Background: an optimization exercise with open tools, aiming at small area, a short achievable clock period and few clock cycles. Do not read the settings as production practice. Only simulation tests tie the RTL to the original design; equivalence was not proved. Power is estimated from default activity; no workload was simulated.

==> run a: inputs <==
// stepper_engine
module stepper_engine (
    input  wire        clk,
    input  wire        rst,
    input  wire        tick_valid,
    output wire        tick_ready,
    input  wire        bus_valid,
    input  wire        bus_write,
    input  wire [7:0]  bus_addr,
    input  wire [31:0] bus_wdata,
    output wire        bus_ready,
    output reg         bus_rvalid,
    output reg  [31:0] bus_rdata,
    output wire        step_out,
    output wire        dir_out,
    output wire        ena_out
);
    localparam [1:0] RS_STOP = 2'd0, RS_ACCEL = 2'd1, RS_RUN = 2'd2, RS_DECEL = 2'd3;
    localparam [4:0] U_IDLE  = 5'd0,
                     U_EP1   = 5'd1,    
                     U_EP2   = 5'd2,    
                     U_EP3   = 5'd3,    
                     U_EP4   = 5'd4,    
                     U_NORM  = 5'd5,    
                     U_DIV   = 5'd6,    
                     U_MUL   = 5'd7,    
                     U_SQRT  = 5'd8,    
                     U_P0    = 5'd9,    
                     U_P1    = 5'd10,   
                     U_P2    = 5'd11,   
                     U_P3    = 5'd12,   
                     U_P4    = 5'd13,   
                     U_P5    = 5'd14,   
                     U_P6    = 5'd15,   
                     U_P7    = 5'd16,   
                     U_P8    = 5'd17,   
                     U_P9    = 5'd18,   
                     U_P10A  = 5'd19,   
                     U_P10B  = 5'd20,   
                     U_P11A  = 5'd21,   
                     U_P11B  = 5'd22,   
                     U_P12   = 5'd23,   
                     U_P12B  = 5'd24,   
  ...
==> flow/config.mk <==
export PLATFORM = sky130hd
export DESIGN_NAME = stepper_engine
export DESIGN_NICKNAME = stepper_engine
export VERILOG_FILES = /design/flow/design.v
export SDC_FILE = /design/flow/constraint.sdc
export NUM_CORES = 4
export LEC_CHECK = 0
export CAP_MARGIN = 20
export CORE_MARGIN = 2
export CORE_UTILIZATION = 30
export SLEW_MARGIN = 20
==> flow/constraint.sdc <==
create_clock -name core_clock -period 20.0 [get_ports {clk}]
set_input_delay 4.0000 -clock core_clock [delete_from_list [all_inputs] [get_ports {clk}]]
set_output_delay 4.0000 -clock core_clock [all_outputs]
set_load 0.01 [all_outputs]
run.sh (not shown) runs the stock make flow with config.mk's settings and CLKGATE_MAP_FILE= SYNTH_SCRIPT=/design/flow/synth_recipe.tcl, a recipe that flattens the netlist after the stock synthesis.
==> inputs of run b, as changes to run a <==
--- a/flow/design.v
+++ b/flow/design.v
@@ -105,12 +105,13 @@
     reg        ena_q;
     reg [4:0]  ustate;
     reg [19:0] uf;
     reg [4:0]  uret;      
     reg [4:0]  umret;     
     reg        rdy;       
+    reg        trdy;      
     reg [33:0] R;
     reg [34:0] Q;
     reg [33:0] D;
     reg [5:0]  j;
     reg [5:0]  mk;
     reg        xneg;
@@ -123,13 +124,16 @@
     reg        sge_q;     
     reg        acnn_q;    
     reg        le_q;      
     assign step_out = out_q;
     assign dir_out  = direction;
     assign ena_out  = ena_q;
-    assign tick_ready = rdy && !(ch_en && edge_parity && run_state[0] && tmr_is1 && !dvalid);
+    reg        tr_q;
+    reg [1:0]  rs_n;
+    reg        par_n, che_n, rdy_n, trdy_n, dv_n;
+    assign tick_ready = tr_q;
     assign bus_ready  = rdy;
     wire tick_acc = tick_valid && tick_ready;
     wire bus_acc  = bus_valid && rdy;
     wire wr_acc   = bus_acc && bus_write;
     wire rd_acc   = bus_acc && !bus_write;
     wire match    = tick_acc && ch_en && tmr_is1;
@@ -137,16 +141,49 @@
     wire cmd_wr   = wr_acc && (bus_addr == 8'h00);
     wire plan_ok  = !running && (arg_accel != 32'd0) && (arg_decel != 32'd0) &&
                     (arg_speed != 32'd0) && (arg_steps != 32'd0) &&
                     (arg_steps != 32'h8000_0000);
     wire plan_go  = cmd_wr && (bus_wdata == 32'd1) && plan_ok;
     wire n_is_one = (arg_steps == 32'd1) || (arg_steps == 32'hFFFF_FFFF);
-    wire [31:0] sc_inc   = step_count + 32'd1;
-    wire [31:0] ac_inc   = accel_count + 32'd1;
-    wire        sc_ge_ds = ($signed(sc_inc) >= $signed(decel_start));
-    wire        q_le_md  = ($signed(Q[31:0]) <= $signed(min_delay));
+    function [31:0] inc32;
+        input [31:0] x;
+        integer k, i;
+        reg [8:0] cb;      
+        reg       c;
+        begin
+            cb[0] = 1'b1;
+            for (k = 0; k < 8; k = k + 1)
+                cb[k+1] = cb[k] & (&x[4*k +: 4]);
+            for (k = 0; k < 8; k = k + 1) begin
+                c = cb[k];
+                for (i = 0; i < 4; i = i + 1) begin
+                    inc32[4*k+i] = x[4*k+i] ^ c;
+                    c = c & x[4*k+i];
+                end
+            end
+        end
+    endfunction
+    wire [31:0] sc_inc   = inc32(step_count);
+    wire [31:0] ac_inc   = inc32(accel_count);
+    function ge32s;
+        input [31:0] a;
+        input [31:0] b;
+        integer k;
+        reg [31:0] ua, ub;
+        reg r;
+        begin
+            ua = a ^ 32'h8000_0000;
+            ub = b ^ 32'h8000_0000;
+            r  = (ua[3:0] >= ub[3:0]);
+            for (k = 1; k < 8; k = k + 1)
+                r = (ua[4*k +: 4] > ub[4*k +: 4]) || ((ua[4*k +: 4] == ub[4*k +: 4]) && r);
+            ge32s = r;
+        end
+    endfunction
+    wire        sc_ge_ds = ge32s(sc_inc, decel_start);
+    wire        q_le_md  = ge32s(min_delay, Q[31:0]);
     wire        q_zero   = (Q[31:0] == 32'd0);
     wire [31:0] q_fix    = q_zero ? 32'd1 : Q[31:0];
     wire [34:0] Rs    = {R, Q[34]};
     wire [34:0] Rs2   = {1'b0, R[31:0], Q[27:26]};
     wire [34:0] trial = {17'd0, D[15:0], 2'b01};
     wire [34:0] add_a =
@@ -242,34 +279,42 @@
             tmr_is1          <= 1'b0;
             ch_en            <= 1'b0;
             tim_en           <= 1'b0;
             out_q            <= 1'b0;
             ena_q            <= 1'b0;
             bus_rvalid       <= 1'b0;
-            bus_rdata        <= 32'd0;
             ustate           <= U_IDLE;
             uf               <= ufl(U_IDLE);
+            rdy              <= 1'b1;
+            trdy             <= 1'b1;
+            tr_q             <= 1'b1;
+            ovf_mode         <= 1'b0;
+            bus_rdata        <= 32'd0;
             uret             <= U_IDLE;
             umret            <= U_IDLE;
-            rdy              <= 1'b1;
             R                <= 34'd0;
             Q                <= 35'd0;
             D                <= 34'd0;
             j                <= 6'd0;
             mk               <= 6'd0;
             xneg             <= 1'b0;
             qneg             <= 1'b0;
-            ovf_mode         <= 1'b0;
             ovf              <= 1'b0;
-            dvalid           <= 1'b0;
-            ep_go            <= 1'b0;
-            p_go             <= 1'b0;
             sge_q            <= 1'b0;
             acnn_q           <= 1'b0;
             le_q             <= 1'b0;
+            dvalid           <= 1'b0;
+            ep_go            <= 1'b0;
+            p_go             <= 1'b0;
         end else begin
+            rs_n   = run_state;
+            par_n  = edge_parity;
+            che_n  = ch_en;
+            rdy_n  = rdy;
+            trdy_n = trdy;
+            dv_n   = dvalid;
             bus_rvalid <= rd_acc;
             bus_rdata  <= rd_mux;
             tmr        <= tmr_n;
             tmr_is1    <= (tmr_n == 10'd1);
             sge_q  <= sc_ge_ds;
             acnn_q <= !ac_inc[31];
@@ -301,13 +346,13 @@
                 U_EP4: begin
                     R <= add_s[33:0];
                     go(U_EP5);
                 end
                 U_EP5: begin
                     le_q   <= q_le_md;
-                    dvalid <= 1'b1;
+                    dv_n  = 1'b1;
                     go(U_IDLE);
                 end
                 U_NORM: begin
                     if (ge) begin
                         if (ovf_mode && j == 6'd33) begin
                             ovf <= 1'b1;
@@ -334,13 +379,15 @@
                         go(uret);
                 end
                 U_MUL: begin
                     R <= add_s[34:1];
                     Q <= {add_s[0], Q[34:1]};
                     j <= j + 6'd1;
-                    if (j + 6'd1 == mk)
+                    if (j == 6'd0)
+                        mk <= kmax(Q[31:0]);
+                    else if (j + 6'd1 == mk)
                         go(umret);
                 end
                 U_SQRT: begin
                     R <= ge ? add_s[33:0] : Rs2[33:0];
                     D <= {D[32:0], ge};
                     Q <= {Q[32:0], 2'b00};
@@ -348,15 +395,16 @@
                     if (j == 6'd1)
                         go(U_P4);
                 end
                 U_P0: begin
                     if (n_is_one) begin
                         accel_count <= 32'hFFFF_FFFF;
-                        run_state   <= RS_DECEL;
+                        rs_n    = RS_DECEL;
                         step_delay  <= 32'd200;
-                        rdy         <= 1'b1;
+                        rdy_n          = 1'b1;
+                        trdy_n         = 1'b1;
                         go(U_EP1);
                     end else begin
                         go(U_P1);
                     end
                 end
                 U_P1: begin
@@ -384,34 +432,33 @@
                     go(U_SQRT);
                 end
                 U_P4: begin
                     R     <= 34'd0;
                     Q     <= 35'd169;
                     j     <= 6'd0;
-                    mk    <= 6'd8;
                     umret <= U_P5;
                     go(U_MUL);
                 end
                 U_P5: begin
                     D    <= 34'd250;
                     uret <= U_P6;
                     go(U_NORM);
                 end
                 U_P6: begin
                     if (q_le_md) begin
                         step_delay <= min_delay;
-                        run_state  <= RS_RUN;
+                        rs_n   = RS_RUN;
                     end else begin
                         step_delay <= Q[31:0];
-                        run_state  <= RS_ACCEL;
+                        rs_n   = RS_ACCEL;
                     end
+                    trdy_n   = 1'b1;
                     R     <= 34'd0;
                     Q     <= {3'd0, arg_speed};
                     D     <= {2'b00, arg_speed};
                     j     <= 6'd0;
-                    mk    <= kmax(arg_speed);
                     umret <= U_P7;
                     go(U_MUL);
                 end
                 U_P7: begin
                     D        <= {1'b0, arg_accel, 1'b0};
                     ovf_mode <= 1'b1;
@@ -423,13 +470,12 @@
                     decel_val <= q_fix;                    
                     ovf_mode  <= 1'b0;
                     R     <= 34'd0;
                     Q     <= {3'd0, accel_count};
                     D     <= {2'b00, arg_decel};
                     j     <= 6'd0;
-                    mk    <= kmax(accel_count);
                     umret <= U_P9;
                     go(U_MUL);
                 end
                 U_P9: begin
                     D    <= add_s[33:0];
                     uret <= U_P10A;
@@ -453,13 +499,12 @@
                 end
                 U_P12: begin
                     R     <= 34'd0;
                     Q     <= {3'd0, decel_val};
                     D     <= {2'b00, arg_accel};
                     j     <= 6'd0;
-                    mk    <= kmax(decel_val);
                     umret <= U_P12B;
                     go(U_MUL);
                 end
                 U_P12B: begin
                     D    <= {2'b00, arg_decel};
                     uret <= U_P12C;
@@ -476,37 +521,37 @@
                 U_P12E: begin
                     decel_val <= add_s[31:0];
                     go(U_PEND);
                 end
                 U_PEND: begin
                     accel_count <= 32'd0;
-                    rdy         <= 1'b1;
+                    rdy_n          = 1'b1;
                     go(U_EP1);
                 end
                 default: ;
             endcase
             if (match) begin
                 out_q       <= ~out_q;
-                edge_parity <= ~edge_parity;
+                par_n  = ~edge_parity;
             end
             if (step_now) begin
-                dvalid <= 1'b0;
+                dv_n  = 1'b0;
                 case (run_state)
                     RS_STOP: begin
                         step_count  <= 32'd0;
                         rest        <= 32'd0;
                         accel_count <= 32'd0;
-                        ch_en       <= 1'b0;
+                        che_n        = 1'b0;
                         running     <= 1'b0;
                     end
                     RS_RUN: begin
                         step_count <= sc_inc;
                         if (sge_q) begin
                             accel_count <= decel_val;
                             step_delay  <= last_accel_delay;
-                            run_state   <= RS_DECEL;
+                            rs_n    = RS_DECEL;
                         end else begin
                             step_delay  <= min_delay;
                         end
                         ep_go <= 1'b1;
                     end
                     default: begin
@@ -514,43 +559,52 @@
                         accel_count <= ac_inc;
                         rest        <= R[31:0];
                         step_delay  <= Q[31:0];
                         if (run_state == RS_ACCEL) begin
                             if (sge_q) begin
                                 accel_count <= decel_val;
-                                run_state   <= RS_DECEL;
+                                rs_n    = RS_DECEL;
                             end else if (le_q) begin
                                 last_accel_delay <= Q[31:0];
                                 step_delay       <= min_delay;
                                 rest             <= 32'd0;
-                                run_state        <= RS_RUN;
+                                rs_n         = RS_RUN;
                             end
                         end else if (acnn_q) begin
-                            run_state <= RS_STOP;
+                            rs_n  = RS_STOP;
                         end
                         ep_go <= 1'b1;
                     end
                 endcase
             end
             if (wr_acc) begin
                 case (bus_addr)
-                    8'h00: if (bus_wdata == 32'd2) run_state <= RS_STOP;
+                    8'h00: if (bus_wdata == 32'd2) rs_n  = RS_STOP;
                     8'h08: arg_steps <= bus_wdata;
                     8'h0C: arg_accel <= bus_wdata;
                     8'h10: arg_decel <= bus_wdata;
                     8'h14: arg_speed <= bus_wdata;
                     default: ;
                 endcase
             end
             if (plan_go) begin
                 direction <= arg_steps[31];
                 running   <= 1'b1;
-                ch_en     <= 1'b1;
+                che_n      = 1'b1;
                 ena_q     <= 1'b1;
                 tim_en    <= 1'b1;
-                rdy       <= 1'b0;
-                dvalid    <= 1'b0;
+                rdy_n        = 1'b0;
+                trdy_n       = 1'b0;
+                dv_n     = 1'b0;
                 p_go      <= 1'b1;
             end
+            run_state   <= rs_n;
+            edge_parity <= par_n;
+            ch_en       <= che_n;
+            rdy         <= rdy_n;
+            trdy        <= trdy_n;
+            dvalid      <= dv_n;
+            tr_q <= trdy_n && !(che_n && par_n && (tmr_n == 10'd1) &&
+                                (!rdy_n || (rs_n[0] && !dv_n)));
         end
     end
 endmodule
==> flow/flow/run.sh (new file) <==
#!/bin/bash
# Standard layout (the standard.sh: standard synthesis, floorplan, placement,
# CTS, routing), with the timing repair pushed harder:
#  - the repair aims for a slack margin well below the 20 ns period, since the
#    design's paths are far shorter than the period and would otherwise be left
#    with the slow gates abc picked;
#  - the repair may change a gate's footprint when it resizes it;
#  - ports are buffered with buf_2 instead of the default delay buffer.
# make's output goes to standard_make.log; each ORFS step also logs under orfs/logs.
set -euo pipefail
export SETUP_SLACK_MARGIN=14.3
bash standard.sh MATCH_CELL_FOOTPRINT=0 "BUFFER_PORTS_ARGS=-buffer_cell sky130_fd_sc_hd__buf_2" finish > standard_make.log 2>&1
==> flow/standard.sh (new file) <==
#!/bin/bash
# synth_recipe.tcl (not shown) runs the flow's synth.tcl, then flattens the netlist and writes it again
# the make line also repeats each setting of config.mk as NAME=value (left out here)
make -C /OpenROAD-flow-scripts/flow DESIGN_CONFIG=/design/flow/config.mk WORK_HOME=/design/flow/orfs CLKGATE_MAP_FILE= SYNTH_SCRIPT=/design/flow/synth_recipe.tcl "${@:-finish}"
CORE_UTILIZATION = 40   (was 30)
CTS_CLUSTER_DIAMETER = 80   (was default)
CTS_CLUSTER_SIZE = 20   (was default)
PLACE_DENSITY = 0.5   (was default)
TNS_END_PERCENT = 100   (was default)
removed: flow/run.sh
==> qor summary <==
Run status: run a finished clean; run b complete, but fails checks
Layout check failures: run a -; run b capacitance limit, slew limit
Worst-path clk slew: run a 0.06 ns; run b 0.09 ns
Start point of the worst min-delay path: run a rest[8]; run b last_accel_delay[18]
Setup repair after global routing missed its margin: run a no; run b yes
Cell-internal power: run a 0.00305 W; run b 0.00252 W
Share of the synthesized area in compound gates (AO/OA/AOI/OAI): run a 34.9%; run b 35.7%
Number of pins with negative max-slew slack in the final report: run a 0; run b 4
Non-Filler Cell Area, Final: run a 46600 um2; run b 45300 um2
Final Cycle Share: run a 38.0%; run b 30.1%
Max VDD drop: run a 0.101 mV; run b 0.159 mV
Power of the clock network: run a 0.00147 W; run b 0.00107 W
Endpoint of the worst register-to-register path: run a Q[25]; run b tr_q
Count of buffers added by post-CTS timing repair for setup: run a 0; run b 6
Floorplan row count: run a 135; run b 117
Routing usage on met3: run a 20.3%; run b 20.8%
Multi-input gate share of total cell area: run a 56.9%; run b 59.5%
Sequential fraction of the synthesis area: run a 29.7%; run b 29.9%
First-pass GRT wire length: run a 373000 um; run b 353000 um
Average instance area after synthesis: run a 7.44 um2; run b 7.42 um2
Testbench counts of run a, summed over its fixed seeds: cycles 364,504.
Testbench counts of run b, summed over its fixed seeds: cycles 360,306.

## afterwards: timing with drivers on the ports
Ports are ideal in the flow. The routed layouts listed here were re-timed in OpenROAD. Step 1, drivers: a clkbuf_16 drives clk and a buf_2 each remaining input, both assumed. Step 2 moves the port delays by t, midway between the first and last clock arrival at a register: inputs arrive t later, outputs are due t later. That takes back most of the time a late clock gives input paths. a / b / c = no drivers / after step 1 / after step 2; a / b = the first two.
| run | shift t [ns] | setup WS [ns] | worst register clock-pin slew, ns |
|---|---|---|---|
| run a | 0.772 | 12.403 / 12.403 / 12.403 | 0.07 / 0.07 |
| run b | 0.757 | 13.977 / 13.977 / 13.293 | 0.10 / 0.10 |
The setup slack of run b, which loses most, moves by 0.000 ns with the drivers and by -0.684 ns with both steps.
